Source: an optimization exercise on an open RTL-to-GDS flow (aim: small area, a short achievable clock period and few clock cycles per item). Production flows keep margins and buffers that such runs may drop.
At most, simulation tests tie the RTL to the original design; equivalence was not proved.
Only the layout flow was run in run 1; the RTL was not checked for function there.

--- flow/run.sh ---
#!/bin/bash
# synth_recipe.tcl (not shown) runs the flow's synth.tcl, then flattens the netlist and writes it again
# the make line also repeats each setting of config.mk as NAME=value (left out here)
make -C /OpenROAD-flow-scripts/flow DESIGN_CONFIG=/design/flow/config.mk WORK_HOME=/design/flow/orfs CLKGATE_MAP_FILE= SYNTH_SCRIPT=/design/flow/synth_recipe.tcl finish
--- flow/config.mk ---
export PLATFORM = sky130hd
export DESIGN_NAME = fxcore
export DESIGN_NICKNAME = fxcore
export VERILOG_FILES = /design/flow/design.v
export SDC_FILE = /design/flow/constraint.sdc
export NUM_CORES = 8
export LEC_CHECK = 0
export CAP_MARGIN = 20
export CORE_MARGIN = 2
export CORE_UTILIZATION = 40
export SETUP_SLACK_MARGIN = 5
export SLEW_MARGIN = 20
--- flow/constraint.sdc ---
create_clock -name core_clock -period 14.0 [get_ports {clk}]
set_input_delay 2.8000 -clock core_clock [delete_from_list [all_inputs] [get_ports {clk}]]
set_output_delay 2.8000 -clock core_clock [all_outputs]
set_load 0.01 [all_outputs]
--- flow/design.v ---
module fxcore_div (
    input  wire [31:0] r,
    input  wire [1:0]  b,
    input  wire [31:0] d,
    input  wire [33:0] d3,
    output wire [31:0] r_nx,
    output wire [1:0]  q
);
    wire [33:0] sh = {r, b};
    wire [33:0] t1, t2, t3;
    wire        c1, c2, c3;      
    fxcore_bkadd #(34) a1 (.a(sh), .b(~{2'b0, d}),       .cin(1'b1), .s(t1), .co(c1));
    fxcore_bkadd #(34) a2 (.a(sh), .b(~{1'b0, d, 1'b0}), .cin(1'b1), .s(t2), .co(c2));
    fxcore_bkadd #(34) a3 (.a(sh), .b(~d3),              .cin(1'b1), .s(t3), .co(c3));
    assign q    = c3 ? 2'd3 : c2 ? 2'd2 : c1 ? 2'd1 : 2'd0;
    assign r_nx = c3 ? t3[31:0] : c2 ? t2[31:0] : c1 ? t1[31:0] : sh[31:0];
endmodule
module fxcore_bkadd #(parameter W = 35) (input [W-1:0] a, input [W-1:0] b, input cin,
                                  output [W-1:0] s, output co);
    localparam L = $clog2(W);
    wire [W:0] g0, p0;
    assign g0 = {a & b, cin};
    assign p0 = {a ^ b, 1'b0};
    localparam N = W + 1;
    wire [(2*L+1)*N-1:0] G, P;
    assign G[N-1:0] = g0; assign P[N-1:0] = p0;
    genvar l, i;
    generate
        for (l = 0; l < L; l = l + 1) begin : up
            for (i = 0; i <= W; i = i + 1) begin : b
                if (((i + 1) % (2 << l)) == 0) begin : c
                    assign G[(l+1)*N+(i)] = G[(l)*N+(i)] | (P[(l)*N+(i)] & G[(l)*N+(i - (1 << l))]);
                    assign P[(l+1)*N+(i)] = P[(l)*N+(i)] & P[(l)*N+(i - (1 << l))];
                end else begin : n
                    assign G[(l+1)*N+(i)] = G[(l)*N+(i)];
                    assign P[(l+1)*N+(i)] = P[(l)*N+(i)];
                end
            end
        end
        for (l = L - 1; l >= 1; l = l - 1) begin : dn
            for (i = 0; i <= W; i = i + 1) begin : b
                if (((i + 1) % (1 << l)) == ((1 << l) >> 1) && i >= (1 << l)) begin : c
                    assign G[(2*L-l)*N+(i)] = G[(2*L-l-1)*N+(i)] | (P[(2*L-l-1)*N+(i)] & G[(2*L-l-1)*N+(i - ((1 << l) >> 1))]);
                    assign P[(2*L-l)*N+(i)] = P[(2*L-l-1)*N+(i)] & P[(2*L-l-1)*N+(i - ((1 << l) >> 1))];
                end else begin : n
                    assign G[(2*L-l)*N+(i)] = G[(2*L-l-1)*N+(i)];
                    assign P[(2*L-l)*N+(i)] = P[(2*L-l-1)*N+(i)];
                end
            end
        end
    endgenerate
    wire [W:0] c = G[(2*L-1)*N +: N];
    assign s  = p0[W:1] ^ c[W-1:0];
    assign co = c[W];
endmodule
module fxcore (
    input  wire        clk,
    input  wire        rst,
    input  wire        req,
    input  wire        we,
    input  wire [4:0]  addr,
    input  wire [31:0] wdata,
    output reg  [31:0] rdata,
    output wire        ack
);
    localparam [5:0] OP_FROMINT = 6'h01, OP_FADD   = 6'h02, OP_FSUB   = 6'h03,
                     OP_FMUL    = 6'h04, OP_FDIV   = 6'h05, OP_FROUND = 6'h06,
                     OP_FFLOOR  = 6'h07, OP_FCEIL  = 6'h08, OP_FFRAC  = 6'h09,
                     OP_FCLAMP  = 6'h0A, OP_FLERP  = 6'h0B, OP_FCMP   = 6'h0C,
                     OP_FSQRT   = 6'h0D, OP_ISQRT  = 6'h0E,
                     OP_RINT    = 6'h18, OP_RRANGE = 6'h19, OP_RBOOL  = 6'h1A,
                     OP_RFIX    = 6'h1B,
                     OP_VADD2   = 6'h20, OP_VADD3  = 6'h21, OP_VSUB2  = 6'h22,
                     OP_VSUB3   = 6'h23, OP_VSCALE2 = 6'h24, OP_VSCALE3 = 6'h25,
                     OP_VDIVS2  = 6'h26, OP_VDIVS3 = 6'h27, OP_VNEG2  = 6'h28,
                     OP_VNEG3   = 6'h29, OP_VDOT2  = 6'h2A, OP_VDOT3  = 6'h2B,
                     OP_VCROSS3 = 6'h2C, OP_VEQ2   = 6'h2D, OP_VEQ3   = 6'h2E,
                     OP_VLENSQ2 = 6'h30, OP_VLENSQ3 = 6'h31, OP_VLEN2 = 6'h32,
                     OP_VLEN3   = 6'h33, OP_VNORM2 = 6'h34, OP_VNORM3 = 6'h35,
                     OP_VDIST2  = 6'h36, OP_VDIST3 = 6'h37;
    localparam [4:0] A_CMD = 5'd16, A_STATUS = 5'd17, A_ERRCMD = 5'd18, A_SEED = 5'd19;
    localparam        DSTG  = 2;                  
    localparam [3:0]  CW24  = 24 / (2 * DSTG) - 1;  
    localparam [3:0]  CW48  = 48 / (2 * DSTG) - 1;  
    localparam [31:0] RNG_A = 32'd1664525;
    localparam [31:0] RNG_C = 32'd1013904223;
    localparam [3:0] S_IDLE = 4'd0, S_ERR = 4'd1, S_EX = 4'd2, S_QSET = 4'd3,
                     S_DIV = 4'd4, S_DFIX = 4'd5, S_SQS = 4'd6, S_NFIX = 4'd7,
                     S_WB0 = 4'd8, S_WB1 = 4'd9, S_COPY = 4'd10;
    function [8:0] op_class;
        input [5:0] op;
        begin
            case (op)
                OP_FROMINT, OP_FROUND, OP_FFLOOR, OP_FCEIL, OP_FFRAC,
                OP_FSQRT, OP_ISQRT, OP_RINT:
                    op_class = {1'b1, 2'd1, 2'd1, 2'd0, 2'd0};
                OP_FADD, OP_FSUB, OP_FMUL, OP_FDIV, OP_FCMP, OP_RRANGE:
                    op_class = {1'b1, 2'd1, 2'd1, 2'd1, 2'd0};
                OP_FCLAMP, OP_FLERP:
                    op_class = {1'b1, 2'd1, 2'd1, 2'd1, 2'd1};
                OP_RBOOL, OP_RFIX:
                    op_class = {1'b1, 2'd1, 2'd0, 2'd0, 2'd0};
                OP_VADD2, OP_VSUB2:
                    op_class = {1'b1, 2'd2, 2'd2, 2'd2, 2'd0};
                OP_VADD3, OP_VSUB3, OP_VCROSS3:
                    op_class = {1'b1, 2'd3, 2'd3, 2'd3, 2'd0};
                OP_VSCALE2, OP_VDIVS2:
                    op_class = {1'b1, 2'd2, 2'd2, 2'd1, 2'd0};
                OP_VSCALE3, OP_VDIVS3:
                    op_class = {1'b1, 2'd3, 2'd3, 2'd1, 2'd0};
                OP_VNEG2, OP_VNORM2:
                    op_class = {1'b1, 2'd2, 2'd2, 2'd0, 2'd0};
                OP_VNEG3, OP_VNORM3:
                    op_class = {1'b1, 2'd3, 2'd3, 2'd0, 2'd0};
                OP_VDOT2, OP_VEQ2, OP_VDIST2:
                    op_class = {1'b1, 2'd1, 2'd2, 2'd2, 2'd0};
                OP_VDOT3, OP_VEQ3, OP_VDIST3:
                    op_class = {1'b1, 2'd1, 2'd3, 2'd3, 2'd0};
                OP_VLENSQ2, OP_VLEN2:
                    op_class = {1'b1, 2'd1, 2'd2, 2'd0, 2'd0};
                OP_VLENSQ3, OP_VLEN3:
                    op_class = {1'b1, 2'd1, 2'd3, 2'd0, 2'd0};
                default:
                    op_class = 9'd0;
            endcase
        end
    endfunction
    function grp_ok;
        input [3:0] f;
        input [1:0] k;
        begin
            grp_ok = (k == 2'd0) || ({1'b0, f} + {3'd0, k} - 5'd1 <= 5'd15);
        end
    endfunction
    reg [31:0] R [0:15];
    reg [31:0] seed;
    reg        st_err, st_ovr;
    reg [3:0]  st_cause;
    reg [31:0] errcmd;
    reg [3:0]  state;
    reg [5:0]  op;
    reg [3:0]  rd, rs1, rs2, rs3;
    reg        n3;             
    reg        dw;             
    reg [2:0]  st;             
    reg [1:0]  jn;             
    reg [2:0]  it;             
    reg [3:0]  cnt;            
    reg        flag;           
    reg        bsign;          
    reg        qsign;          
    reg        sqp;            
    reg [3:0]  ha, hb;         
    reg [31:0] OA, OB;         
    reg [31:0] T0, T1, ACC;
    reg [31:0] DR, D1;         
    reg [33:0] D3;             
    reg [47:0] DQ;             
    wire [5:0] c_op  = wdata[31:26];
    wire [3:0] c_rd  = wdata[25:22];
    wire [3:0] c_rs1 = wdata[21:18];
    wire [3:0] c_rs2 = wdata[17:14];
    wire [3:0] c_rs3 = wdata[13:10];
    wire [8:0] c_cls = op_class(c_op);
    wire [1:0] k_rd  = c_cls[7:6];
    wire [1:0] k_rs1 = c_cls[5:4];
    wire [1:0] k_rs2 = c_cls[3:2];
    wire [1:0] k_rs3 = c_cls[1:0];
    reg [3:0] c_cause;
    always @* begin
        if (!c_cls[8])
            c_cause = 4'd1;
        else if (wdata[9:0] != 10'd0)
            c_cause = 4'd2;
        else if ((k_rs1 == 2'd0 && c_rs1 != 4'd0) || (k_rs2 == 2'd0 && c_rs2 != 4'd0) ||
                 (k_rs3 == 2'd0 && c_rs3 != 4'd0))
            c_cause = 4'd3;
        else if (!grp_ok(c_rd, k_rd) || !grp_ok(c_rs1, k_rs1) || !grp_ok(c_rs2, k_rs2))
            c_cause = 4'd4;
        else
            c_cause = 4'd0;
    end
    wire [3:0] c_d1 = c_rd - c_rs1;
    wire [3:0] c_d2 = c_rd - c_rs2;
    wire c_vb = (c_op == OP_VADD3) || (c_op == OP_VSUB3);
    wire c_dw = (c_op != OP_VCROSS3) &&
                !(c_n3 && (c_d1 == 4'd2 || (c_vb && c_d2 == 4'd2) ||
                           ((c_op == OP_VSCALE3) && c_d2 == 4'd0)));
    wire c_n3 = c_op[5] && ((c_op == OP_VEQ3) || (c_op == OP_VCROSS3) ||
                            (c_op != OP_VEQ2 && c_op[0]));
    wire idle = (state == S_IDLE);
    wire cmdw = req && we && (addr == A_CMD);
    wire c_b_rs1 = (c_op == OP_VNEG2) || (c_op == OP_VNEG3) ||
                   (c_op == OP_VLENSQ2) || (c_op == OP_VLENSQ3) ||
                   (c_op == OP_VLEN2) || (c_op == OP_VLEN3) ||
                   (c_op == OP_VNORM2) || (c_op == OP_VNORM3) ||
                   (c_op == OP_FLERP);
    wire c_a_rs2 = (c_op == OP_FLERP);
    wire c_rng   = (c_op == OP_RINT) || (c_op == OP_RRANGE) || (c_op == OP_RBOOL) || (c_op == OP_RFIX);
    wire c_dist  = (c_op == OP_VDIST2) || (c_op == OP_VDIST3);
    wire [3:0] pha = !idle ? ha : we ? (c_a_rs2 ? c_rs2 : c_rs1) : addr[3:0];
    wire [3:0] phb = !idle ? hb : (c_b_rs1 ? c_rs1 : c_rs2);
    wire [31:0] PH = R[pha];
    wire [31:0] PB = R[phb];
    wire [31:0] PD = PH - PB;
    always @* begin
        if (!addr[4])
            rdata = PH;
        else case (addr)
            A_STATUS: rdata = {24'd0, st_cause, 2'b00, st_ovr, st_err};
            A_ERRCMD: rdata = errcmd;
            A_SEED:   rdata = seed;
            default:  rdata = 32'd0;
        endcase
    end
    reg [1:0] ax_sel;    
    reg [1:0] ay_sel;    
    reg       alu_sub, alu_cin;
    reg [2:0] madd;      
    reg [1:0] oa_sel;    
    reg [2:0] ob_sel;    
    reg       acc_ob;    
    reg [3:0] res_sel;
    reg       w_en;
    reg [1:0] w_ofs;
    reg       t0_en, t1_en, acc_en;
    wire [31:0] floor_v = {{16{OA[31]}}, OA[31:16]};
    wire [31:0] AX = (ax_sel == 2'd0) ? OA : (ax_sel == 2'd1) ? 32'd0 : floor_v;
    wire [31:0] AY = (ay_sel == 2'd0) ? OB : (ay_sel == 2'd1) ? 32'd0 :
                     (ay_sel == 2'd2) ? DQ[31:0] : DR;
    wire [31:0] alu = AX + (AY ^ {32{alu_sub}}) + {31'd0, alu_sub | alu_cin};
    wire        a_eq = (alu == 32'd0);                       
    wire        a_lt = (OA[31] ^ OB[31]) ? OA[31] : alu[31];  
    reg         mph;                       
    reg  [31:0] MT;                        
    wire        rngm = (madd == 3'd4);
    wire [16:0] m17  = mph ? {OB[31], OB[31:16]} : {1'b0, OB[15:0]};
    wire [47:0] ma1  = mph ? (rngm ? {32'd0, MT[31:16]} : {16'd0, MT}) :
                             (rngm ? {16'd0, RNG_C} : 48'd0);
    wire [47:0] ma2  = !mph ? 48'd0 : (madd == 3'd2) ? {16'd0, ACC} :
                       (madd == 3'd3) ? {16'd0, ~ACC} : 48'd0;
    wire [47:0] Z    = $signed(OA) * $signed(m17) + $signed(ma1) + $signed(ma2) +
                       $signed({47'd0, mph && madd == 3'd3});
    wire [31:0] mt_in = rngm ? Z[31:0] : Z[47:16];
    wire [31:0] mres  = Z[31:0];
    wire [31:0] seed_nx = {Z[15:0], MT[15:0]};
    wire [31:0]       drs [0:DSTG];
    wire [2*DSTG-1:0] dqs;
    assign drs[0] = DR;
    genvar gs;
    generate
        for (gs = 0; gs < DSTG; gs = gs + 1) begin : g_div
            fxcore_div u_s (.r(drs[gs]), .b(DQ[47-2*gs:46-2*gs]), .d(D1), .d3(D3),
                            .r_nx(drs[gs+1]), .q(dqs[2*DSTG-1-2*gs:2*DSTG-2-2*gs]));
        end
    endgenerate
    reg  [31:0] dv;
    reg         dv_hi, dv_load;
    wire [31:0] OA_abs = OA[31] ? (32'd0 - OA) : OA;
    function [5:0] bitlen;
        input [31:0] v;
        integer k;
        begin
            bitlen = 6'd0;
            for (k = 0; k < 32; k = k + 1)
                if (v[k]) bitlen = k + 1;
        end
    endfunction
    reg  [5:0]  dv_bl;
    wire [31:0] wdd = d_load ? d_in : D1;
    wire [5:0]  wd_bl = bitlen(wdd);
    wire [5:0]  oa_bl = bitlen(OA ^ {32{OA[31]}}) + {5'd0, OA[31]};
    wire [5:0]  ac_bl = bitlen(ACC);
    wire        f24 = ({1'b0, dv_bl} <= {1'b0, wd_bl} + 7'd7);
    wire        f20 = ({1'b0, dv_bl} <= {1'b0, wd_bl} + 7'd3);
    wire        f16 = ({1'b0, dv_bl} + 7'd1 <= {1'b0, wd_bl});
    wire        f8  = ({1'b0, dv_bl} + 7'd9 <= {1'b0, wd_bl});
    reg  [31:0] dr_ld;
    reg  [47:0] dq_ld;
    reg  [3:0]  wcnt;
    always @* begin
        if (!dv_hi) begin
            dr_ld = {24'd0, dv[31:24]}; dq_ld = {dv[23:0], 24'd0}; wcnt = 4'd5;
        end else if (f8) begin
            dr_ld = {dv[23:0], 8'd0};   dq_ld = 48'd0;              wcnt = 4'd1;
        end else if (f16) begin
            dr_ld = dv;                 dq_ld = 48'd0;              wcnt = 4'd3;
        end else if (f20) begin
            dr_ld = {4'd0, dv[31:4]};   dq_ld = {dv[3:0], 44'd0};   wcnt = 4'd4;
        end else if (f24) begin
            dr_ld = {8'd0, dv[31:8]};   dq_ld = {dv[7:0], 40'd0};   wcnt = 4'd5;
        end else begin
            dr_ld = 32'd0;              dq_ld = {dv, 16'd0};        wcnt = 4'd11;
        end
    end
    wire        is_isqrt = (op == OP_ISQRT);
    wire        x_small  = (ACC[31:16] == 16'd0);
    wire [31:0] g0 = (!is_isqrt && x_small) ? ACC : {1'b0, ACC[31:1]};
    wire [31:0] q0 = is_isqrt ? ((ACC == 32'd3) ? 32'd3 : 32'd2) :
                     x_small ? 32'h00010000 :
                     32'h00020000 |
                     ((ACC[0] && ACC == 32'h00010001) ? 32'd2 :
                      (ACC[0] && ACC <= 32'h00020001) ? 32'd1 : 32'd0);
    wire        sq_zero  = ACC[31] || (ACC == 32'd0) || (is_isqrt && ACC == 32'd1);
    wire [31:0] n_x = (state == S_SQS) ? g0 : D1;
    wire [31:0] n_y = (state == S_SQS) ? q0 : {8'd0, DQ[23:0]};
    wire [32:0] nsum = {1'b0, n_x} + {1'b0, n_y};
    wire [31:0] gnew = nsum[32:1];
    wire        conv = ({8'd0, DQ[23:0]} >= D1);          
    wire        keep_g = conv && !it[0];                   
    wire        n_last = conv || (it == 3'd7);
    wire [31:0] sq_fin = keep_g ? D1 : gnew;
    reg         d_load;
    wire [31:0] d_in  = (state == S_EX) ? alu : gnew;
    wire [33:0] d3_in = {2'b0, d_in} + {1'b0, d_in, 1'b0};
    localparam [3:0] R_ALU = 4'd0, R_FROMINT = 4'd1, R_FFRAC = 4'd2, R_CMP = 4'd3,
                     R_CLAMP1 = 4'd4, R_CLAMP2 = 4'd5, R_EQ = 4'd6, R_MUL = 4'd7,
                     R_RBOOL = 4'd8, R_RFIX = 4'd9, R_ZERO = 4'd10, R_OA = 4'd11,
                     R_OB = 4'd12, R_T0 = 4'd13, R_T1 = 4'd14, R_SQ = 4'd15;
    reg [31:0] res;
    always @* begin
        case (res_sel)
            R_ALU:     res = alu;
            R_FROMINT: res = {OA[15:0], 16'd0};
            R_FFRAC:   res = {16'd0, OA[15:0]};
            R_CMP:     res = a_lt ? 32'hFFFFFFFF : a_eq ? 32'd0 : 32'd1;
            R_CLAMP1:  res = a_lt ? OB : OA;
            R_CLAMP2:  res = flag ? T0 : (!a_lt && !a_eq) ? OB : OA;
            R_EQ:      res = {31'd0, flag && a_eq};
            R_MUL:     res = mres;
            R_RBOOL:   res = {31'd0, Z[0]};
            R_RFIX:    res = {16'd0, Z[15:0]};
            R_ZERO:    res = 32'd0;
            R_OA:      res = OA;
            R_OB:      res = OB;
            R_T0:      res = T0;
            R_T1:      res = T1;
            default:   res = sq_fin;
        endcase
    end
    wire op_vec_div = (op == OP_VDIVS2) || (op == OP_VDIVS3) ||
                      (op == OP_VNORM2) || (op == OP_VNORM3);
    wire op_rng_div = (op == OP_RINT) || (op == OP_RRANGE);
    wire [1:0] nlast = n3 ? 2'd2 : 2'd1;      
    wire oa_zero = (OA == 32'd0);
    wire ob_zero = (OB == 32'd0);
    reg [3:0] state_nx;
    reg [2:0] st_nx;
    reg [1:0] jn_nx;
    reg [3:0] ha_nx, hb_nx;
    reg       done;            
    reg       flag_nx;
    reg       mph_nx;
    wire      mstep = (op == OP_FMUL) || (op == OP_FLERP && st != 3'd0) ||
                      (op == OP_VSCALE2) || (op == OP_VSCALE3) ||
                      (op == OP_VDOT2) || (op == OP_VDOT3) ||
                      (op == OP_VLENSQ2) || (op == OP_VLENSQ3) ||
                      (op == OP_VLEN2) || (op == OP_VLEN3) ||
                      (op == OP_VNORM2) || (op == OP_VNORM3) ||
                      (op == OP_VDIST2) || (op == OP_VDIST3) ||
                      (op == OP_VCROSS3 && st != 3'd0) ||
                      ((op == OP_RBOOL || op == OP_RFIX || op == OP_RINT || op == OP_RRANGE) &&
                       st == 3'd0);
    reg       seed_en;
    reg       bsign_en, qsign_en;
    reg [2:0] it_nx;
    reg [3:0] cnt_nx;
    function [1:0] xa;
        input [2:0] s;
        case (s)
            3'd1: xa = 2'd2; 3'd2: xa = 2'd1; 3'd3: xa = 2'd0;
            3'd4: xa = 2'd2; 3'd5: xa = 2'd1; default: xa = 2'd0;
        endcase
    endfunction
    function [1:0] xb;
        input [2:0] s;
        case (s)
            3'd1: xb = 2'd1; 3'd2: xb = 2'd2; 3'd3: xb = 2'd2;
            3'd4: xb = 2'd0; 3'd5: xb = 2'd0; default: xb = 2'd1;
        endcase
    endfunction
    always @* begin
        state_nx = state;
        st_nx    = st;
        jn_nx    = jn;
        ha_nx    = ha;
        hb_nx    = hb;
        it_nx    = it;
        cnt_nx   = cnt;
        flag_nx  = flag;
        done     = 1'b0;
        ax_sel   = 2'd0;
        ay_sel   = 2'd0;
        alu_sub  = 1'b0;
        alu_cin  = 1'b0;
        madd     = 3'd0;
        oa_sel   = 2'd0;
        ob_sel   = 3'd0;
        acc_ob   = 1'b0;
        res_sel  = R_ALU;
        w_en     = 1'b0;
        w_ofs    = 2'd0;
        t0_en    = 1'b0;
        t1_en    = 1'b0;
        acc_en   = 1'b0;
        seed_en  = 1'b0;
        bsign_en = 1'b0;
        qsign_en = 1'b0;
        d_load   = 1'b0;
        dv_load  = 1'b0;
        dv       = ACC;
        dv_bl    = ac_bl;
        dv_hi    = !is_isqrt;
        if (idle) begin
            oa_sel = c_rng ? 2'd2 : (c_dist || c_op == OP_FLERP) ? 2'd1 : 2'd0;
            ob_sel = c_rng ? 3'd2 : c_dist ? 3'd1 : 3'd0;
        end
        case (state)
            S_EX: begin
                st_nx = st + 3'd1;
                ha_nx = ha + 4'd1;
                hb_nx = hb + 4'd1;
                case (op)
                    OP_FROMINT: begin res_sel = R_FROMINT; w_en = 1'b1; done = 1'b1; end
                    OP_FFRAC:   begin res_sel = R_FFRAC;   w_en = 1'b1; done = 1'b1; end
                    OP_FFLOOR:  begin ax_sel = 2'd2; ay_sel = 2'd1; w_en = 1'b1; done = 1'b1; end
                    OP_FROUND:  begin ax_sel = 2'd2; ay_sel = 2'd1; alu_cin = OA[15];
                                      w_en = 1'b1; done = 1'b1; end
                    OP_FCEIL:   begin ax_sel = 2'd2; ay_sel = 2'd1; alu_cin = (OA[15:0] != 16'd0);
                                      w_en = 1'b1; done = 1'b1; end
                    OP_FADD:    begin w_en = 1'b1; done = 1'b1; end
                    OP_FSUB:    begin alu_sub = 1'b1; w_en = 1'b1; done = 1'b1; end
                    OP_FCMP:    begin alu_sub = 1'b1; res_sel = R_CMP; w_en = 1'b1; done = 1'b1; end
                    OP_FMUL:    begin res_sel = R_MUL; w_en = 1'b1; done = 1'b1; end
                    OP_FCLAMP: begin
                        alu_sub = 1'b1;
                        if (st == 3'd0) begin
                            res_sel = R_CLAMP1; t0_en = 1'b1; flag_nx = a_lt;
                        end else begin
                            res_sel = R_CLAMP2; w_en = 1'b1; done = 1'b1;
                        end
                    end
                    OP_FLERP: begin
                        if (st == 3'd0) begin
                            oa_sel = 2'd3;                     
                            acc_ob = 1'b1;                     
                        end else begin
                            madd = 3'd2; res_sel = R_MUL;
                            w_en = 1'b1; done = 1'b1;
                        end
                    end
                    OP_FDIV, OP_VDIVS2, OP_VDIVS3: begin
                        ax_sel = 2'd1; alu_sub = OB[31];
                        ha_nx = ha;
                        bsign_en = 1'b1;
                        if (ob_zero) begin
                            if (op == OP_FDIV) begin
                                res_sel = R_ZERO; w_en = 1'b1; done = 1'b1;
                            end else begin
                                jn_nx = 2'd0; ha_nx = ha + 4'd1; state_nx = S_COPY;
                            end
                        end else begin
                            d_load = 1'b1; jn_nx = 2'd0; state_nx = S_QSET;
                        end
                    end
                    OP_RBOOL, OP_RFIX: begin
                        madd = 3'd4; seed_en = 1'b1;
                        res_sel = (op == OP_RBOOL) ? R_RBOOL : R_RFIX;
                        w_en = 1'b1; done = 1'b1;
                    end
                    OP_RINT, OP_RRANGE: begin
                        ha_nx = rs1;
                        if (st == 3'd0) begin
                            madd = 3'd4; seed_en = 1'b1;       
                        end else if (op == OP_RINT) begin
                            ax_sel = 2'd1;                     
                            if (OB[31] || ob_zero) begin
                                res_sel = R_ZERO; w_en = 1'b1; done = 1'b1;
                            end else begin
                                d_load = 1'b1; state_nx = S_QSET;
                            end
                        end else begin
                            alu_sub = 1'b1;                    
                            if (a_lt || a_eq) begin
                                res_sel = R_OB; t0_en = 1'b1; state_nx = S_WB0;
                            end else begin
                                d_load = 1'b1; state_nx = S_QSET;
                            end
                        end
                    end
                    OP_VADD2, OP_VADD3, OP_VSUB2, OP_VSUB3, OP_VNEG2, OP_VNEG3,
                    OP_VSCALE2, OP_VSCALE3: begin
                        if (op == OP_VNEG2 || op == OP_VNEG3) ax_sel = 2'd1;
                        alu_sub = (op == OP_VSUB2) || (op == OP_VSUB3) ||
                                  (op == OP_VNEG2) || (op == OP_VNEG3);
                        if (op == OP_VSCALE2 || op == OP_VSCALE3) begin
                            res_sel = R_MUL; hb_nx = hb;
                        end
                        w_ofs = st[1:0];
                        if (dw) begin
                            w_en = 1'b1;
                            if (st[1:0] == nlast) done = 1'b1;
                        end else begin
                            if (st[1:0] == 2'd0) t0_en = 1'b1;
                            if (st[1:0] == 2'd1) t1_en = 1'b1;
                            if (st[1:0] == nlast) begin
                                t0_en = 1'b0; t1_en = 1'b0; w_en = 1'b1; state_nx = S_WB0;
                            end
                        end
                    end
                    OP_VEQ2, OP_VEQ3: begin
                        alu_sub = 1'b1; res_sel = R_EQ;
                        flag_nx = (st == 3'd0) ? a_eq : (flag && a_eq);
                        if (st == 3'd0) res_sel = R_EQ;
                        if (st[1:0] == nlast) begin
                            w_en = 1'b1; done = 1'b1;
                        end
                    end
                    OP_VDOT2, OP_VDOT3, OP_VLENSQ2, OP_VLENSQ3,
                    OP_VLEN2, OP_VLEN3, OP_VNORM2, OP_VNORM3: begin
                        madd = (st == 3'd0) ? 3'd0 : 3'd2;
                        acc_en = 1'b1; res_sel = R_MUL;
                        if (st[1:0] == nlast) begin
                            if (op == OP_VDOT2 || op == OP_VDOT3 ||
                                op == OP_VLENSQ2 || op == OP_VLENSQ3) begin
                                w_en = 1'b1; done = 1'b1;
                            end else begin
                                state_nx = S_SQS;
                                ha_nx = rs1; hb_nx = rs1;
                            end
                        end
                    end
                    OP_VDIST2, OP_VDIST3: begin
                        oa_sel = 2'd1; ob_sel = 3'd1;          
                        madd = (st == 3'd0) ? 3'd0 : 3'd2;
                        acc_en = 1'b1;
                        if (st[1:0] == nlast) state_nx = S_SQS;
                    end
                    OP_VCROSS3: begin
                        ha_nx = rs1 + {2'd0, xa(st + 3'd2)};
                        hb_nx = rs2 + {2'd0, xb(st + 3'd2)};
                        if (st != 3'd0) res_sel = R_MUL;
                        madd = (st == 3'd2 || st == 3'd4 || st == 3'd6) ? 3'd3 : 3'd0;
                        acc_en = (st == 3'd1 || st == 3'd3 || st == 3'd5);
                        t0_en = (st == 3'd2);
                        t1_en = (st == 3'd4);
                        if (st == 3'd6) begin
                            w_ofs = 2'd2; w_en = 1'b1; state_nx = S_WB0;
                        end
                    end
                    default: begin
                        done = 1'b1;
                    end
                endcase
            end
            S_QSET: begin
                if (op_rng_div) begin
                    dv_load = 1'b1; dv = {16'd0, seed[31:16]}; dv_hi = 1'b0;
                    cnt_nx = wcnt;
                end else begin
                    dv_load = 1'b1; dv = OA_abs; dv_bl = oa_bl; dv_hi = 1'b1; 
                    qsign_en = 1'b1; cnt_nx = wcnt;
                    if (op_vec_div) ha_nx = ha + 4'd1;
                end
                state_nx = S_DIV;
            end
            S_DIV: begin
                cnt_nx = cnt - 4'd1;
                if (cnt == 4'd0)
                    state_nx = sqp ? S_NFIX : S_DFIX;
            end
            S_DFIX: begin
                if (op_rng_div) begin
                    ay_sel = 2'd3;
                    if (op == OP_RINT) ax_sel = 2'd1;      
                    w_en = 1'b1; done = 1'b1;
                end else begin
                    ax_sel = 2'd1; ay_sel = 2'd2; alu_sub = qsign;
                    if (op == OP_FDIV) begin
                        w_en = 1'b1; done = 1'b1;
                    end else begin
                        w_ofs = jn;
                        if (jn == nlast) begin
                            w_en = 1'b1;
                            if (dw) done = 1'b1; else state_nx = S_WB0;
                        end else begin
                            if (dw) w_en = 1'b1;
                            else if (jn == 2'd0) t0_en = 1'b1; else t1_en = 1'b1;
                            jn_nx = jn + 2'd1;
                            dv_load = 1'b1; dv = OA_abs; dv_bl = oa_bl; dv_hi = 1'b1; 
                            qsign_en = 1'b1; cnt_nx = wcnt;
                            ha_nx = ha + 4'd1;
                            state_nx = S_DIV;
                        end
                    end
                end
            end
            S_SQS: begin
                it_nx = 3'd1;
                if (sq_zero) begin
                    if (op == OP_VNORM2 || op == OP_VNORM3) begin
                        jn_nx = 2'd0; ha_nx = ha + 4'd1; state_nx = S_COPY;
                    end else begin
                        res_sel = R_ZERO; w_en = 1'b1; done = 1'b1;
                    end
                end else begin
                    d_load = 1'b1;
                    dv_load = 1'b1; cnt_nx = wcnt;
                    state_nx = S_DIV;
                end
            end
            S_NFIX: begin
                it_nx = it + 3'd1;
                if (n_last) begin
                    if (!keep_g) d_load = 1'b1;
                    if (op == OP_VNORM2 || op == OP_VNORM3) begin
                        jn_nx = 2'd0; state_nx = S_QSET;
                    end else begin
                        res_sel = R_SQ; w_en = 1'b1; done = 1'b1;
                    end
                end else begin
                    d_load = 1'b1;
                    dv_load = 1'b1; cnt_nx = wcnt;
                    state_nx = S_DIV;
                end
            end
            S_COPY: begin
                res_sel = R_OA;
                ha_nx = ha + 4'd1;
                w_ofs = jn;
                jn_nx = jn + 2'd1;
                if (dw) begin
                    w_en = 1'b1;
                    if (jn == nlast) done = 1'b1;
                end else begin
                    if (jn == 2'd0) t0_en = 1'b1;
                    if (jn == 2'd1) t1_en = 1'b1;
                    if (jn == nlast) begin
                        t0_en = 1'b0; t1_en = 1'b0; w_en = 1'b1; state_nx = S_WB0;
                    end
                end
            end
            S_WB0: begin
                res_sel = R_T0; w_en = 1'b1; w_ofs = 2'd0;
                if (n3) state_nx = S_WB1;
                else    done = 1'b1;
            end
            S_WB1: begin
                res_sel = R_T1; w_en = 1'b1; w_ofs = 2'd1; done = 1'b1;
            end
            S_ERR: begin
                done = 1'b1;
            end
            default: ;
        endcase
        mph_nx = 1'b0;
        if (state == S_EX && mstep && !mph) begin
            mph_nx   = 1'b1;
            oa_sel   = 2'd3;
            ob_sel   = 3'd4;
            st_nx    = st;
            ha_nx    = ha;
            hb_nx    = hb;
            w_en     = 1'b0;
            done     = 1'b0;
            t0_en    = 1'b0;
            t1_en    = 1'b0;
            acc_en   = 1'b0;
            acc_ob   = 1'b0;
            seed_en  = 1'b0;
            d_load   = 1'b0;
            flag_nx  = flag;
            state_nx = state;
        end
        if (done) state_nx = S_IDLE;
    end
    assign ack = req && (idle ? !cmdw : done);
    wire        hw_en  = idle && req && we && !addr[4];
    wire        rf_en  = hw_en || (!idle && w_en);
    wire [3:0]  rf_sel = idle ? addr[3:0] : rd + {2'd0, w_ofs};
    wire [31:0] rf_d   = rst ? 32'd0 : idle ? wdata : res;
    genvar gi;
    generate
        for (gi = 0; gi < 16; gi = gi + 1) begin : g_rf
            always @(posedge clk)
                if (rst || (rf_en && rf_sel == gi)) R[gi] <= rf_d;
        end
    endgenerate
    always @(posedge clk) begin
        if (oa_sel != 2'd3)
            OA <= (oa_sel == 2'd0) ? PH : (oa_sel == 2'd1) ? PD : seed;
        if (ob_sel != 3'd4)
            OB <= (ob_sel == 3'd0) ? PB : (ob_sel == 3'd1) ? PD : (ob_sel == 3'd2) ? RNG_A : alu;
        MT  <= mt_in;
        mph <= mph_nx;
        if (t0_en) T0 <= res;
        if (t1_en) T1 <= res;
        if (idle) ACC <= PH;
        else if (acc_ob) ACC <= OB;
        else if (acc_en) ACC <= mres;
        if (d_load) begin
            D1 <= d_in;
            D3 <= d3_in;
        end
        if (bsign_en) bsign <= OB[31];
        if (qsign_en) qsign <= OA[31] ^ (bsign_en ? OB[31] : bsign);
        if (dv_load) begin
            DR <= dr_ld;
            DQ <= dq_ld;
        end else if (state == S_DIV) begin
            DR <= drs[DSTG];
            DQ <= {DQ[47-2*DSTG:0], dqs};
        end
        st   <= st_nx;
        jn   <= jn_nx;
        ha   <= ha_nx;
        hb   <= hb_nx;
        it   <= it_nx;
        cnt  <= cnt_nx;
        flag <= flag_nx;
        if (state == S_SQS) sqp <= 1'b1;
        if (state == S_NFIX && n_last) sqp <= 1'b0;
        if (rst) begin
            state    <= S_IDLE;
            seed     <= 32'd0;
            st_err   <= 1'b0;
            st_ovr   <= 1'b0;
            st_cause <= 4'd0;
            errcmd   <= 32'd0;
        end else begin
            state <= state_nx;
            if (seed_en) seed <= seed_nx;
            if (idle && req) begin
                if (cmdw) begin
                    if (c_cause != 4'd0) begin
                        if (!st_err) begin
                            st_err   <= 1'b1;
                            st_cause <= c_cause;
                            errcmd   <= wdata;
                        end else begin
                            st_ovr <= 1'b1;
                        end
                        state <= S_ERR;
                    end else begin
                        op    <= c_op;
                        rd    <= c_rd;
                        rs1   <= c_rs1;
                        rs2   <= c_rs2;
                        rs3   <= c_rs3;
                        n3    <= c_n3;
                        dw    <= c_dw;
                        bsign <= 1'b0;
                        sqp   <= 1'b0;
                        st    <= 3'd0;
                        state <= (c_op == OP_FSQRT || c_op == OP_ISQRT) ? S_SQS : S_EX;
                        if (c_op == OP_FCLAMP) begin
                            ha <= c_rs1; hb <= c_rs3;
                        end else if (c_op == OP_FLERP) begin
                            ha <= c_rs3; hb <= c_rs3;
                        end else if (c_op == OP_RRANGE) begin
                            ha <= c_rs2; hb <= c_rs1;
                        end else if (c_op == OP_RINT) begin
                            ha <= c_rs1; hb <= c_rs1;
                        end else if (c_op == OP_VCROSS3) begin
                            ha <= c_rs1 + 4'd2; hb <= c_rs2 + 4'd1;
                        end else if (c_op == OP_FDIV || c_op == OP_VDIVS2 || c_op == OP_VDIVS3 ||
                                     c_op == OP_FSQRT || c_op == OP_ISQRT) begin
                            ha <= c_rs1; hb <= c_rs2;
                        end else if (c_b_rs1) begin
                            ha <= c_rs1 + 4'd1; hb <= c_rs1 + 4'd1;
                        end else if (c_op == OP_VSCALE2 || c_op == OP_VSCALE3) begin
                            ha <= c_rs1 + 4'd1; hb <= c_rs2;
                        end else begin
                            ha <= c_rs1 + 4'd1; hb <= c_rs2 + 4'd1;
                        end
                    end
                end else if (we && addr == A_STATUS) begin
                    if (wdata[0]) begin
                        st_err   <= 1'b0;
                        st_ovr   <= 1'b0;
                        st_cause <= 4'd0;
                        errcmd   <= 32'd0;
                    end
                end else if (we && addr == A_SEED) begin
                    seed <= wdata;
                end
            end
        end
    end
endmodule
==> metrics.yaml, run 1 <==
setup_path:
  cp_slowest_cell: "xnor2_1"
  startpoint_type: "flop"
  crit_buf_inv: 13
  crit_family: "compound AO/OA/AOI/OAI gates"
  cp-end-kind: "flop"
  cpMostUsedCell: "buf_6"
  worstPathRequired_ps: 14580
  ff2ff_path_depth: 44
  crit_cells: 44
  criticalPathCategory: "reg2reg"
  slowest_delay_ps: 640
  arrival_ps: 10440
  crit_fanout: 8
yosys:
  syn-instance-count: 10050
  ys_types: 111
  ys_ff_latch: 968
  syn_area_um2: 91810
  yosys_warnings: 3
  synth_top_area_cell: "edfxtp_1"
  async_flop_share: 0
  synthFlopType: "edfxtp_1"
  synthTopCellsByArea: "edfxtp_1 27%, fa_1 15%, ha_1 7.6%"
  synth-edff-count: 817
  synth_top_area_share: 0.2672
  synth_fp_nets: 11320
  yosysSeqAreaShare: 0.3001
  syn_avg_cell_area_um2: 9.136
place:
  place_area_um2: 97550
  io_buffers: 73
  hpwl_um: 324300
  gp_congestion: 1.068
  place_ws_ps: 1563
floorplanning:
  die_width_um: 483.1
  rows: 175
  die_height_um: 483.1
  start_util: 0.4032
  fp.dieArea_um2: 233400
  fp.coreArea_um2: 227700
  pin_count: 74
detailed_routing:
  num_vias: 91800
  dr.pass1.iters: 10
  via_per_inst: 6.722
  ant_nets: 0
  drt_drc_violations_left: 0
  routed_wl_um: 476300
  drt_iter0_drc: 14620
  post_drt_wl_per_cell_um: 34.88
timing:
  setup_viol: 0
  timing.hold.ws_ps: 484.6
  min_period_ps: 9857
  hold_viol_final: 0
  fin_ws_ps: 4143
  tightest_slew_ps: 1397
  finClkSkew_ps: 124.9
  period_share: 0.7040
  rsz0062_at_grt: "true"
  fmax_mhz: 101.5
  final_max_slew_viol_count: 0
  max_slew_margin: 0.06484
  tns_ps: 0
clocking:
  cts_max_level: 3
  path_clk_slew_ps: 70
  cts_hold_buf: 0
  insertion_delay_ps: 900
  root_buffer: "clkbuf_16"
  tritoncts: "done"
  cts.sinks: 968
  cts-buffers-inserted: 111
  ctsLongestPathBuffers: 3
grt:
  first_global_vias: 87470
  grt_max_degree: 85
  grt_pass1_wl_um: 656700
  grt_overflow: 0
  grtUsageTotal: 0.3898
  antenna_found_initial: 41
finish:
  final_layout_size_suffix_gt1_frac: 0.1966
  ff_latch_area_um2: 27580
  multiInputGateArea_um2: 64660
  final_nets: 11790
  fin_util: 0.4946
  largestRegisters: "R (512), DQ (48), D3 (34)"
  largest_register: "R"
  fin_area_um2: 112600
  fillers: 20990
  syn2layout_area_growth_pct: 22.67
  largest_register_ffs: 512
run_status:
  status: "complete, no violations"
min_path:
  hold_path_class: "reg2reg"
  whs_path_depth: 2
run:
  maxCapViolations: 0
cell families (layout without fill, tap and decap cells):
logic type               Yosys count  in the layout  synth area share
adder cells (fa/ha/maj)         1229           1229            0.2224
other                              0             36                 0
XOR/XNOR                         379            379           0.03615
buffers and inverters           1457           2001           0.05996
multiplexers                     213            213           0.02381
flip-flops                       968            968            0.3001
AO/OA/AOI/OAI                   2857           2859            0.2090
AND/OR/NAND/NOR                 2947           2964            0.1486
synthesized netlist by cell type (57+ instances only):
cell,number
nand2_1,1129
edfxtp_1,817
inv_1,803
nor2_1,700
fa_1,672
a21oi_1,628
clkbuf_1,581
ha_1,557
o21ai_0,533
a22oi_1,398
xnor2_1,252
nand3_1,203
mux2i_1,173
a21o_1,163
and2_1,152
dfxtp_1,151
nor3_1,136
nor2b_1,132
xor2_1,127
a211oi_1,125
a221oi_1,121
o22ai_1,111
nand4_1,101
nand2b_1,100
a31oi_1,90
a22o_1,88
o211ai_1,64
or3_1,58
o21a_1,57
cell usage in the layout, fill, tap and decap left out, drive strengths merged, types with 128 or more instances in the layout:
cell type	n
nand2	1131
a22oi	398
nand3	204
buf	906
clkbuf	167
a21o	163
nor2	711
o21ai	551
nor3	138
inv	798
a211oi	128
nor2b	135
xnor2	252
and2	154
dfxtp	151
a21oi	630
edfxtp	817
ha	557
fa	672
mux2i	173
final timing paths:
kind         slack (ps)          end   startpoint
max                4140        DR[2]        op[1]
min                 480  st_cause[0]  st_cause[0]
max reg2reg        4140        DR[2]        op[1]
min reg2reg         480  st_cause[0]  st_cause[0]
per-layer routing:
metal  vias up  track usage  wire (um)
li1      37170            -          -
met1     45050       0.4929     172500
met2      7560       0.5448     190000
met3      1984       0.1585      73430
met4        32       0.2564      39960
met5         -            0        361
timing repair:
| item | in CTS | in global routing |
|---|---|---|
| cloned | 45 | 17 |
| setup buffers | 357 | 152 |
| endpoints found under the hold margin | 0 | 0 |
| setup endpoints to repair | 804 | 610 |
| resized for setup | 872 | 565 |
| pin swaps | 256 | 284 |
metrics by stage:
step                cells
CTS                 13450
detailed placement  12840
global route        13620
global placement    12840
finish              13660
floorplan           10050
worst min-delay path, stage by stage, from the launching register on:
cell and delay, ps:
dfxtp_1 320, nand2_1 60, a21oi_1 60
layout make-up:
type,instances,share of cell area
multi-input cells,7644,0.5741
diodes,36,0.0007999
well taps,3009,0.03343
flip-flops and latches,968,0.2448
clock inverters,64,0.007688
inverters,810,0.02745
clock buffers,146,0.02664
repair buffers,981,0.08508
==> inputs of run 2 (changes only) <==
--- a/flow/design.v
+++ b/flow/design.v
@@ -17,7 +17,7 @@
 endmodule
 module fxcore_bkadd #(parameter W = 35) (input [W-1:0] a, input [W-1:0] b, input cin,
                                   output [W-1:0] s, output co);
-    localparam L = $clog2(W);
+    localparam L = (W > 32) ? 6 : (W > 16) ? 5 : (W > 8) ? 4 : 3;    
     wire [W:0] g0, p0;
     assign g0 = {a & b, cin};
     assign p0 = {a ^ b, 1'b0};
@@ -267,7 +267,7 @@
         end
     endfunction
     reg  [5:0]  dv_bl;
-    wire [31:0] wdd = d_load ? d_in : D1;
+    wire [31:0] wdd;
     wire [5:0]  wd_bl = bitlen(wdd);
     wire [5:0]  oa_bl = bitlen(OA ^ {32{OA[31]}}) + {5'd0, OA[31]};
     wire [5:0]  ac_bl = bitlen(ACC);
@@ -306,6 +306,7 @@
     wire [31:0] n_y = (state == S_SQS) ? q0 : {8'd0, DQ[23:0]};
     wire [32:0] nsum = {1'b0, n_x} + {1'b0, n_y};
     wire [31:0] gnew = nsum[32:1];
+    assign wdd = (state == S_SQS || state == S_NFIX) ? gnew : D1;
     wire        conv = ({8'd0, DQ[23:0]} >= D1);          
     wire        keep_g = conv && !it[0];                   
     wire        n_last = conv || (it == 3'd7);
@@ -556,10 +557,9 @@
             S_QSET: begin
                 if (op_rng_div) begin
                     dv_load = 1'b1; dv = {16'd0, seed[31:16]}; dv_hi = 1'b0;
-                    cnt_nx = wcnt;
                 end else begin
                     dv_load = 1'b1; dv = OA_abs; dv_bl = oa_bl; dv_hi = 1'b1; 
-                    qsign_en = 1'b1; cnt_nx = wcnt;
+                    qsign_en = 1'b1;
                     if (op_vec_div) ha_nx = ha + 4'd1;
                 end
                 state_nx = S_DIV;
@@ -588,7 +588,7 @@
                             else if (jn == 2'd0) t0_en = 1'b1; else t1_en = 1'b1;
                             jn_nx = jn + 2'd1;
                             dv_load = 1'b1; dv = OA_abs; dv_bl = oa_bl; dv_hi = 1'b1; 
-                            qsign_en = 1'b1; cnt_nx = wcnt;
+                            qsign_en = 1'b1;
                             ha_nx = ha + 4'd1;
                             state_nx = S_DIV;
                         end
@@ -605,7 +605,7 @@
                     end
                 end else begin
                     d_load = 1'b1;
-                    dv_load = 1'b1; cnt_nx = wcnt;
+                    dv_load = 1'b1;
                     state_nx = S_DIV;
                 end
             end
@@ -620,7 +620,7 @@
                     end
                 end else begin
                     d_load = 1'b1;
-                    dv_load = 1'b1; cnt_nx = wcnt;
+                    dv_load = 1'b1;
                     state_nx = S_DIV;
                 end
             end
@@ -716,7 +716,7 @@
         ha   <= ha_nx;
         hb   <= hb_nx;
         it   <= it_nx;
-        cnt  <= cnt_nx;
+        cnt  <= dv_load ? wcnt : cnt_nx;
         flag <= flag_nx;
         if (state == S_SQS) sqp <= 1'b1;
         if (state == S_NFIX && n_last) sqp <= 1'b0;
--- a/flow/config.mk
+++ b/flow/config.mk
@@ -8,5 +8,5 @@
 export CAP_MARGIN = 20
 export CORE_MARGIN = 2
 export CORE_UTILIZATION = 40
-export SETUP_SLACK_MARGIN = 5
+export SETUP_SLACK_MARGIN = 4
 export SLEW_MARGIN = 20
==> metrics.yaml, run 2 <==
run_status:
  status: "complete, no violations"
detailed_routing:
  ant_nets: 0
  drt_iter0_drc: 13270
  post_drt_wl_per_cell_um: 33.40
  drt_drc_violations_left: 0
  routed_wl_um: 437300
  dr.pass1.iters: 11
  num_vias: 86400
  via_per_inst: 6.600
clocking:
  root_buffer: "clkbuf_16"
  cts.sinks: 967
  cts-buffers-inserted: 109
  cts_max_level: 3
  path_clk_slew_ps: 60
  cts_hold_buf: 0
  insertion_delay_ps: 840
  ctsLongestPathBuffers: 3
  tritoncts: "done"
floorplanning:
  fp.dieArea_um2: 231400
  die_height_um: 481.0
  die_width_um: 481.0
  fp.coreArea_um2: 226800
  rows: 175
  pin_count: 74
  start_util: 0.4012
min_path:
  hold_path_class: "reg2reg"
  min_from: "st_cause[2]"
  whs_endpoint: "st_cause[2]"
  whs_path_depth: 2
place:
  hpwl_um: 319700
  gp_congestion: 1.073
  io_buffers: 73
  dp.cells: 12730
run:
  maxCapViolations: 0
setup_path:
  rrSetupSlack_ps: 3850
  startpoint_type: "flop"
  r2r_start: "op[5]"
  cpMostUsedCell: "buf_4"
  slowest_delay_ps: 670
  cp_slowest_cell: "o31ai_2"
  cp-end-kind: "flop"
  crit_fanout: 31
  crit_family: "compound AO/OA/AOI/OAI gates"
  criticalPathCategory: "reg2reg"
  arrival_ps: 10670
  r2r_end: "R[3][13]"
  crit_cells: 27
  crit_buf_inv: 5
  worstPathRequired_ps: 14520
  crit_start: "op[5]"
  ff2ff_path_depth: 27
finish:
  final_cell_count_no_fill: 13090
  largest_register_ffs: 512
  largest_register: "R"
  ff_latch_area_um2: 27850
  final_common_cell: "nand2_1"
  syn2layout_area_growth_pct: 13.37
  largestRegisters: "R (512), DQ (48), D3 (33)"
  fillers: 21710
  final_layout_size_suffix_gt1_frac: 0.1146
  multiInputGateArea_um2: 59710
  final_cell_mix: "1,194 x nand2_1, 848 x edfxtp_1, 781 x inv_1"
  final_nets: 11250
  fin_util: 0.4548
yosys:
  synth-edff-count: 848
  syn-instance-count: 9871
  ys_ff_latch: 967
  synth_fp_nets: 11140
  yosysSeqAreaShare: 0.3060
  synth_top_area_cell: "edfxtp_1"
  syn_area_um2: 91010
  async_flop_share: 0
  synth_commonest_cells: "1,223 x nand2_1, 848 x edfxtp_1, 790 x inv_1"
  synthFlopType: "edfxtp_1"
  ys_types: 114
  yosys.cell_count.top_type: "nand2_1"
  synthTopCellsByArea: "edfxtp_1 28%, fa_1 15%, ha_1 7.6%"
  synth_top_area_share: 0.2798
  yosys_warnings: 3
  syn_avg_cell_area_um2: 9.220
timing:
  tns_ps: 0
  tightest_slew_ps: 1351
  final_max_slew_viol_count: 0
  finClkSkew_ps: 76.73
  min_period_ps: 10150
  rsz0062_at_grt: "true"
  setup_viol: 0
  hold_viol_final: 0
  period_share: 0.7249
  fmax_mhz: 98.53
  max_slew_margin: 0.09119
grt:
  grtUsageTotal: 0.3683
  first_global_vias: 82930
  grt_overflow: 0
  grt_max_degree: 100
  grt_pass1_wl_um: 615000
  antenna_found_initial: 31
[run 2: through the flow]
stage / cell area, um2 / hold WS [ps] / setup slack [ps]
final: 103200 / 498.7 / 3851
after global routing: 103100 / 515.2 / 3713
after CTS: 101900 / 493.3 / 3960
after detailed placement: 96820 / 478.9 / 1743
after global placement: 96780 / 477.3 / 1820
after floorplan: 91010 / 431.6 / 4777
[run 2: area by class of cell]
| class | count | share of cell area |
|---|---|---|
| timing repair buffer | 597 | 0.04848 |
| clock buffer | 133 | 0.02810 |
| tap | 3009 | 0.03649 |
| antenna | 13 | 0.0003153 |
| sequential | 967 | 0.2699 |
| inverter | 803 | 0.02942 |
| clock inverter | 72 | 0.008573 |
| multi-input combinational | 7498 | 0.5787 |
[run 2: worst max path at each step]
stage | end | slack (ps)
6_report | R[3][13] | 3850
2_1_floorplan | R[0][29] | 4780
5_1_grt | R[15][29] | 3710
4_1_cts | rdata[17] | 3960
3_3_place_gp | OA[31] | 1820
3_5_place_dp | OA[31] | 1740
[run 2: worst reg2reg max path, delay by kind of cell (launching register included)]
| family | cells | cell delay [ps] |
|---|---|---|
| AOI/OAI and AO/OA | 13 | 5490 |
| xor gates and xnor gates | 1 | 170 |
| adders and majority gates | 1 | 590 |
| buffers and inverters | 5 | 1390 |
| DFF | 1 | 350 |
| and+or+nand+nor | 7 | 1870 |
[run 2: kinds of logic after synthesis]
kind of cell | count (synthesis) | share of synthesized area
buffers and inverters | 1408 | 0.05865
muxes | 192 | 0.02179
xor gates and xnor gates | 381 | 0.03666
AOI/OAI and AO/OA | 2721 | 0.2031
adders and majority gates | 1229 | 0.2244
DFF | 967 | 0.3060
and+or+nand+nor | 2973 | 0.1495
[run 2: timing repair]
action	CTS	global route
hold endpoints to repair	0	0
setup endpoints to repair	606	657
setup buffers	78	64
pin swaps	27	27
gates resized for setup	143	123
cloned	2	2
[run 2: metal layers]
metal  track usage  up-vias  share of wire  wire, um
met3        0.1170     1701           0.13     57440
met1        0.4747    42400           0.38    164500
li1              -    35660              -         -
met5             0        -        0.00062       269
met2        0.5381     6621           0.41    181300
met4        0.2215       20          0.077     33790
Testbench counts of run 2, summed over its fixed seeds: cycles 40,509, cmds 3,200.
==> inputs of run 3 (changes only) <==
--- a/flow/config.mk
+++ b/flow/config.mk
@@ -7,6 +7,6 @@
 export LEC_CHECK = 0
 export CAP_MARGIN = 20
 export CORE_MARGIN = 2
-export CORE_UTILIZATION = 40
-export SETUP_SLACK_MARGIN = 4
+export CORE_UTILIZATION = 60
+export SETUP_SLACK_MARGIN = 5
 export SLEW_MARGIN = 20
==> metrics.yaml, run 3 <==
yosys:
  syn_avg_cell_area_um2: 9.220
  yosys.cell_count.top_type: "nand2_1"
  synth-edff-count: 848
  synth_top_area_cell: "edfxtp_1"
  ys_ff_latch: 967
  synthFlopType: "edfxtp_1"
  yosysSeqAreaShare: 0.3060
  syn_area_um2: 91010
  yosys_warnings: 3
  synthTopCellsByArea: "edfxtp_1 28%, fa_1 15%, ha_1 7.6%"
  synth_commonest_cells: "1,223 x nand2_1, 848 x edfxtp_1, 790 x inv_1"
  syn-instance-count: 9871
  synth_fp_nets: 11140
  synth_top_area_share: 0.2798
  async_flop_share: 0
  ys_types: 114
setup_path:
  cpMostUsedCell: "buf_4"
  rrSetupSlack_ps: 4790
  cp_slowest_cell: "nor3_1"
  ff2ff_path_depth: 31
  startpoint_type: "flop"
  arrival_ps: 9740
  crit_fanout: 36
  worstPathRequired_ps: 14530
  r2r_end: "DQ[47]"
  r2r_start: "state[0]"
  slowest_delay_ps: 1100
  cp-end-kind: "flop"
  criticalPathCategory: "reg2reg"
min_path:
  whs_endpoint: "st_cause[0]"
  min_from: "st_cause[0]"
  whs_path_depth: 2
  hold_path_class: "reg2reg"
floorplanning:
  fp.coreArea_um2: 150300
  die_height_um: 393.5
  die_width_um: 393.5
  fp.dieArea_um2: 154800
  pin_count: 74
  start_util: 0.6055
  rows: 142
timing:
  tns_ps: 0
  final_max_slew_viol_count: 13
  max_slew_margin: -0.08399
  finClkSkew_ps: 79.75
  period_share: 0.6582
  tightest_slew_ps: 1624
  setup_viol: 0
  fmax_mhz: 108.5
  hold_viol_final: 0
  timing.hold.ws_ps: 468.7
  rsz0062_at_grt: "true"
  min_period_ps: 9215
grt:
  grt_pass1_wl_um: 616200
  grt_max_degree: 69
  grtUsageTotal: 0.5486
  antenna_found_initial: 33
  grt_overflow: 0
  first_global_vias: 86770
clocking:
  tritoncts: "done"
  insertion_delay_ps: 830
  cts_max_level: 3
  root_buffer: "clkbuf_16"
  cts-buffers-inserted: 106
  path_clk_slew_ps: 70
  ctsLongestPathBuffers: 3
  cts.sinks: 967
finish:
  syn2layout_area_growth_pct: 15.81
  largest_register: "R"
  largest_register_ffs: 512
  final_cell_mix: "1,179 x nand2_1, 848 x edfxtp_1, 752 x inv_1"
  final_nets: 11400
  final_layout_size_suffix_gt1_frac: 0.1514
  fin_util: 0.7013
  final_common_cell: "nand2_1"
  largestRegisters: "R (512), DQ (48), D3 (33)"
place:
  io_buffers: 73
  gp_congestion: 1.160
  hpwl_um: 306600
detailed_routing:
  via_per_inst: 7.395
  drt_iter0_drc: 15740
  drt_drc_violations_left: 0
  post_drt_wl_per_cell_um: 35.90
  num_vias: 90700
  dr.pass1.iters: 12
  routed_wl_um: 440300
  ant_nets: 0
run:
  maxCapViolations: 1
run_status:
  violations: "max-capacitance violations, max-slew violations"
  status: "finished with violations"
[run 3: per-stage QoR]
stage / area (um2) / cells / setup slack, ps
floorplan: 91020 / 9871 / 5003
global placement: 95240 / 11700 / 2012
detailed placement: 95240 / 11700 / 1836
CTS: 102300 / 12070 / 4983
global route: 105300 / 12240 / 4693
finish: 105400 / 12270 / 4785
[run 3: logic make-up (layout without fill, tap and decap cells)]
logic type / after synthesis / in the layout / synth area share
AOI/OAI and AO/OA: 2721 / 2728 / 0.2031
xor gates and xnor gates: 381 / 381 / 0.03666
adders and majority gates: 1229 / 1229 / 0.2244
buffers and inverters: 1408 / 1744 / 0.05865
DFF: 967 / 967 / 0.3060
muxes: 192 / 193 / 0.02179
other: 0 / 28 / 0
and+or+nand+nor: 2973 / 2979 / 0.1495
[run 3: final cells by class]
class,count,area [um2]
multi-input combinational,7510,61470
fill,11110,44900
sequential,967,27860
timing repair buffer,744,6787
inverter,803,3080
clock buffer,123,2716
tap,2016,2522
clock inverter,74,897.1
antenna,28,70.07
[run 3: per-layer routing]
metal / part of all wire / track usage
met5: 0.00030 / 0
met2: 0.41 / 0.7893
met3: 0.16 / 0.2175
met4: 0.11 / 0.4607
met1: 0.32 / 0.6423
[run 3: critical path: cells and delay by family, from the launching register on]
kind,cells,cell delay [ps]
DFF,1,340
AOI/OAI and AO/OA,14,3570
buffers and inverters,4,960
and+or+nand+nor,11,3350
adders and majority gates,2,650
[run 3: how the worst max path moves through the flow]
stage | start | end
final | state[0] | DQ[47]
after global routing | state[0] | DQ[45]
after CTS | OA[11] | R[0][27]
after detailed placement | wdata[27] | OA[31]
after global placement | wdata[27] | OA[31]
after floorplan | ACC[30] | DR[23]
[run 3: timing repair]
item,in CTS,in global routing
setup endpoints to repair,896,807
resized for setup,528,345
pin swaps,84,146
hold endpoints to repair,0,0
gates cloned,14,16
setup buffers,159,148
hold buffers,0,0
==> inputs of run 4 (changes only) <==
--- a/flow/config.mk
+++ b/flow/config.mk
@@ -7,6 +7,6 @@
 export LEC_CHECK = 0
 export CAP_MARGIN = 20
 export CORE_MARGIN = 2
-export CORE_UTILIZATION = 60
+export CORE_UTILIZATION = 55
 export SETUP_SLACK_MARGIN = 5
 export SLEW_MARGIN = 20
==> metrics.yaml, run 4 <==
place:
  dp.cells: 11880
  hpwl_um: 312500
  place_ws_ps: 1978
  gp_congestion: 1.110
  io_buffers: 73
  place_area_um2: 95560
finish:
  syn2layout_area_growth_pct: 16.25
  final_common_cell: "nand2_1"
  final_cell_count_no_fill: 12440
  fin_area_um2: 105800
  largest_register_ffs: 512
  ff_latch_area_um2: 27870
  final_layout_size_suffix_gt1_frac: 0.1564
  fillers: 13450
  final_cell_mix: "1,186 x nand2_1, 848 x edfxtp_1, 752 x inv_1"
  largestRegisters: "R (512), DQ (48), D3 (33)"
  final_nets: 11400
  multiInputGateArea_um2: 61490
  largest_register: "R"
floorplanning:
  start_util: 0.5529
  rows: 149
  die_height_um: 410.8
  die_width_um: 410.8
  fp.coreArea_um2: 164600
  fp.dieArea_um2: 168800
  pin_count: 74
clocking:
  cts-buffers-inserted: 109
  path_clk_slew_ps: 60
  cts_max_level: 3
  root_buffer: "clkbuf_16"
  cts_hold_buf: 0
  ctsLongestPathBuffers: 3
  cts.sinks: 967
  tritoncts: "done"
  insertion_delay_ps: 810
timing:
  final_max_slew_viol_count: 0
  setup_viol: 0
  max_slew_margin: 0.1581
  min_period_ps: 9124
  tightest_slew_ps: 1250
  finClkSkew_ps: 60.95
  period_share: 0.6517
  hold_viol_final: 0
  fmax_mhz: 109.6
  fin_ws_ps: 4876
  rsz0062_at_grt: "true"
  tns_ps: 0
yosys:
  yosys_warnings: 3
  yosys.cell_count.top_type: "nand2_1"
  synthTopCellsByArea: "edfxtp_1 28%, fa_1 15%, ha_1 7.6%"
  synthFlopType: "edfxtp_1"
  syn-instance-count: 9871
  synth_xor_area_frac: 0.03666
  synth-simple-area-share: 0.1495
  synth_top_family_by_area: "adder cells"
  async_flop_share: 0
  synth_top_area_cell: "edfxtp_1"
  syn_avg_cell_area_um2: 9.220
  synthAdderAreaFrac: 0.2244
  ys_types: 114
  synth-compound-area-share: 0.2031
  yosysSeqAreaShare: 0.3060
  syn_area_um2: 91010
  synth_fp_nets: 11140
  ys_ff_latch: 967
  synth_commonest_cells: "1,223 x nand2_1, 848 x edfxtp_1, 790 x inv_1"
  synth_top_area_share: 0.2798
  synth-edff-count: 848
  synthMuxAreaShare: 0.02179
setup_path:
  crit_start: "OA[11]"
  cp-endpoint: "R[15][21]"
  ff2ff_path_depth: 25
  worstPathRequired_ps: 14490
  r2r_end: "R[15][21]"
  criticalPathCategory: "reg2reg"
  rrSetupSlack_ps: 4880
  startpoint_type: "flop"
  cp-end-kind: "flop"
  crit_fanout: 21
  arrival_ps: 9620
  r2r_start: "OA[11]"
detailed_routing:
  ant_nets: 0
  num_vias: 89490
  dr.pass1.iters: 17
  drt_drc_violations_left: 0
  via_per_inst: 7.191
  post_drt_wl_per_cell_um: 35.56
  routed_wl_um: 442600
  drt_iter0_drc: 14270
run_status:
  status: "complete, no violations"
grt:
  antenna_found_initial: 34
  first_global_vias: 85360
  grt_max_degree: 99
  grt_pass1_wl_um: 618100
  grt_overflow: 0
  grtUsageTotal: 0.5110
min_path:
  hold_path_class: "reg2reg"
run:
  maxCapViolations: 0
[run 4: worst min path at each step]
stage | from | depth (start not counted) | slack [ps] | endpoint
2_1_floorplan | st_cause[0] | 2 | 430 | st_cause[0]
3_3_place_gp | st_cause[0] | 2 | 440 | st_cause[0]
3_5_place_dp | st_cause[0] | 2 | 450 | st_cause[0]
4_1_cts | st_cause[0] | 2 | 460 | st_cause[0]
5_1_grt | st_cause[0] | 2 | 490 | st_cause[0]
6_report | st_cause[0] | 2 | 460 | st_cause[0]
[run 4: cell families after synthesis]
family,Yosys count
and+or+nand+nor,2973
AOI/OAI and AO/OA,2721
buffers and inverters,1408
adders and majority gates,1229
DFF,967
xor gates and xnor gates,381
muxes,192
[run 4: cell type report]
class,count,share of cell area
antenna,30,0.0007095
clock buffer,123,0.02628
clock inverter,78,0.009555
inverter,803,0.02915
multi-input combinational,7502,0.5812
sequential,967,0.2634
tap,2189,0.02589
timing repair buffer,752,0.06385
[run 4: what timing repair did]
action                                  CTS  global route
buffers inserted                        155           154
gates resized for setup                 550           369
pin swaps                                89           148
endpoints found under the setup margin  827           690
cloned                                   11             8
[run 4: through the flow]
stage               hold WS, ps  utilization
floorplan                 431.6            -
global placement          441.8       0.5802
detailed placement        447.1       0.5805
CTS                       456.0       0.6239
global route              489.1       0.6424
finish                    455.8       0.6427
[run 4: critical path, cell delays in order (launching register included)]
cell       delay [ps]
edfxtp_1          370
buf_4             200
or4_4             630
or3_4             450
or3_4             460
a32o_1            270
a31o_2            340
fa_2              470
a211oi_1          400
o21bai_1          150
a21oi_2           280
xor2_1            600
nand4_1           270
nor4bb_4          470
and4_1            300
o2111ai_1         150
a2111oi_2         370
and4_4            320
a21o_4            300
nand2b_1          260
buf_4             330
or2_4             290
o21ai_1            90
a211oi_1          260
a32oi_2           280
a22o_2            430
[run 4: layer usage]
metal / part of all wire / vias to the layer above / GRT usage
li1: - / 36040 / -
met1: 0.33 / 43060 / 0.6084
met2: 0.42 / 8000 / 0.7393
met3: 0.14 / 2363 / 0.1825
met4: 0.11 / 28 / 0.4264
met5: 0.00056 / - / 0

[afterwards: timing with drivers on the ports]
In the flow no input, the clock included, has a driving cell. The finished layouts below were timed again as built, in two steps. Step 1, drivers: a clkbuf_16 drives clk and a buf_2 each remaining input, both assumed. Step 2, shift: input delay + t, output delay - t, t = (earliest + latest rising clock arrival at the registers) / 2. This alone moves slack from input paths to output paths. Slacks: no drivers / after step 1 / after step 2; pairs: no drivers / after step 1.
run	t (ns)	setup WS [ns]	worst hold slack (ns)
run 1	0.930	4.143 / 4.143 / 4.078	0.485 / 0.485 / 0.485
run 2	0.881	3.851 / 3.851 / 3.343	0.499 / 0.499 / 0.499
run 3	0.873	4.785 / 4.785 / 4.324	0.469 / 0.469 / 0.469
run 4	0.863	4.876 / 4.876 / 4.378	0.456 / 0.456 / 0.456
The setup slack of run 2, which loses most, moves by 0.000 ns with the drivers and by -0.508 ns with both steps.
